Context: an optimization exercise on an open-source flow, tuned for small area, a short achievable clock period and few clock cycles per item. The choices shown serve that exercise and are no tape-out recipe. Function was checked by simulation only, so behaviour that the tests miss may differ from the original. Power is estimated from default activity; no workload was simulated.

## iar_stream_codec
module iar_stream_codec (
    input  wire        clk,
    input  wire        rst,
    input  wire        cmd_valid,
    output wire        cmd_ready,
    input  wire [31:0] cmd_word,
    input  wire [31:0] cmd_a0,
    input  wire [31:0] cmd_a1,
    input  wire [71:0] cmd_data,
    input  wire [3:0]  cmd_len,
    output reg         rsp_valid,
    output wire [7:0]  rsp_status,
    output reg  [31:0] rsp_r0,
    output wire [31:0] rsp_r1,
    output wire [71:0] rsp_out,
    output wire [3:0]  rsp_len
);
export LEC_CHECK = 0
export ABC_AREA = 1
export CAP_MARGIN = 20
export CORE_MARGIN = 2
export CORE_UTILIZATION = 40
export PLACE_DENSITY = 0.5
export SLEW_MARGIN = 20
create_clock -name core_clock -period 40.0 [get_ports {clk}]
standard.sh (not shown) runs the stock make flow with config.mk's settings and CLKGATE_MAP_FILE= SYNTH_SCRIPT=/design/flow/synth_recipe.tcl, a recipe that flattens the netlist after the stock synthesis.
==> flow/flow/run.sh <==
#!/bin/bash
# The standard layout (the standard.sh: standard synthesis, floorplan,
# placement, CTS, routing, finish), with timing repair asked to leave this
# much setup slack at the design's clock period, so that it also works on
# paths that already meet the clock. Its full output goes to standard.log.
set -e
export SETUP_SLACK_MARGIN=25
bash standard.sh > standard.log 2>&1
The baseline finished clean.
Testbench counts at the start, summed over its fixed seeds: cycles 6,510, items 3,872.
Edit:
Settings changed: CORE_UTILIZATION 40 to 30, PLACE_DENSITY 0.5 to 0.4.
Total power rose by 6.1%.
Clock skew rose by 0.057 ns.
Global-route usage fell by 5.7 points.
Final area rose by 4.7%.
Combinational power rose by 6.7%.
Area after synthesis is unchanged.
Die area rose by 33%.
Cell count rose by 7.3%.
Synthesized cell count is unchanged.
Worst hold slack hardly moves.
Setup slack gets worse by 0.24 ns.
Edit:
--- a/flow/flow/run.sh
+++ b/flow/flow/run.sh
@@ -5,4 +5,4 @@
 # paths that already meet the clock. Its full output goes to standard.log.
 set -e
-export SETUP_SLACK_MARGIN=25
+export SETUP_SLACK_MARGIN=28
 bash standard.sh > standard.log 2>&1
Worst setup slack gains 0.17 ns.
Routed wire length grows by 3.3%.
Cell count grows by 2.5%.
Sequential share of layout area shrinks by 1.5 points.
Sequential power barely changes.
Die area is unchanged.

========
lagoon:
Another version of the RTL of iar_stream_codec (not shown whole).
For scale: roughly 840 flip-flops, ~330 I/O pins, about 82000 um2 of cells after synthesis.
Settings: LEC_CHECK=0, ABC_AREA=1, CAP_MARGIN=20, CORE_MARGIN=2, CORE_UTILIZATION=30, PLACE_DENSITY=0.4, SLEW_MARGIN=20; clock period 40.0 ns.
run.sh (not shown) runs the stock make flow with config.mk's settings and CLKGATE_MAP_FILE= SYNTH_SCRIPT=/design/flow/synth_recipe.tcl, a recipe that flattens the netlist after the stock synthesis.
Stock flow here: none of the scripts above is used.
Testbench counts of lagoon, summed over its fixed seeds: cycles 6,502, items 3,872.
Here is what was changed in the inputs of maple compared with lagoon.
==> flow/flow/run.sh (new file) <==
#!/bin/bash
# The standard layout (the standard.sh: standard synthesis, floorplan,
# placement, CTS, routing, finish), with timing repair asked to leave this
# much setup slack at the design's clock period, so that it also works on
# paths that already meet the clock. Its full output goes to standard.log.
set -e
export SETUP_SLACK_MARGIN=25
bash standard.sh > standard.log 2>&1
==> flow/standard.sh (new file) <==
#!/bin/bash
# synth_recipe.tcl (not shown) runs the flow's synth.tcl, then flattens the netlist and writes it again
# the make line also repeats each setting of config.mk as NAME=value (left out here)
make -C /OpenROAD-flow-scripts/flow DESIGN_CONFIG=/design/flow/config.mk WORK_HOME=/design/flow/orfs CLKGATE_MAP_FILE= SYNTH_SCRIPT=/design/flow/synth_recipe.tcl "${@:-finish}"
removed: flow/run.sh
Findings:
- The clock-buffer cell count in lagoon is 1.08 times that in maple.
- Sort maple and lagoon by final antenna diode count, descending, and lagoon comes first.
- Number of stages on the worst setup path up 10 in maple wrt lagoon
- maple reports its start point of the critical path as j_kind[1] while lagoon reports k_kind[2].
- Compare maple and lagoon | fraction of layout cells with a size suffix above 1 higher: maple
- Diff lagoon -> maple: first-pass GRT wire length up 4.4%, ratio of routed vias to standard cells went up by 0.83%, placement-stage cell area did not really move, number of gates given a new drive strength after cts has increased.
- The clock share of power number comes out lower for maple vs lagoon.
Edits applied to the flow inputs when going from maple to harbor:
-- flow/flow/run.sh --
<<< maple, line 6
set -e
export SETUP_SLACK_MARGIN=25
bash standard.sh > standard.log 2>&1
>>> harbor, line 6
set -e
export SETUP_SLACK_MARGIN=20
bash standard.sh > standard.log 2>&1
--- outcome ---
maple finished all stages; the layout is clean.
The final layout from harbor, which completed every stage, passed the timing, DRC and antenna checks at the end of the flow.
harbor vs. maple: average vias per placed instance went down by about 0.5%.
Reported for maple and harbor, simple-gate share of the synthesized area turned out identical to the last digit.
maple → harbor: worst voltage drop across the vdd grid saw a decrease, utilization saw a decrease, number of non-clock inverters in the layout saw a decrease.

## separate check: timing with driven ports
Ports are ideal in the flow. The routed layouts listed here were re-timed in OpenROAD. Step 1 sets driving cells, clkbuf_16 on the clock port and buf_2 on the other inputs (assumed; they add their load-dependent delay and slew). Step 2, shift: input delay + t, output delay - t, t = (earliest + latest rising clock arrival at the registers) / 2. This alone moves slack from input paths to output paths. Slacks: no drivers / after step 1 / after step 2; pairs: no drivers / after step 1.
run	shift t [ns]	setup slack, ns	hold slack, ns	worst setup path after step 2	latest minus earliest clock arrival (ns)
the first run of note 1	0.841	24.999 / 24.999 / 24.999	0.414 / 0.414 / 0.414	register to register	0.062 / 0.062
the second run of note 1	0.961	24.755 / 24.755 / 24.755	0.416 / 0.416 / 0.416	register to register	0.119 / 0.118
the third run of note 1	0.853	24.927 / 24.927 / 24.927	0.376 / 0.376 / 0.376	register to register	0.065 / 0.065
lagoon	0.935	16.862 / 16.862 / 16.862	0.401 / 0.401 / 0.401	register to register	0.093 / 0.092
maple	0.840	23.734 / 23.734 / 23.734	0.409 / 0.409 / 0.409	register to register	0.073 / 0.073
harbor	0.934	21.168 / 21.168 / 21.168	0.401 / 0.401 / 0.401	register to register	0.094 / 0.094
After both steps every run listed still meets setup and hold.
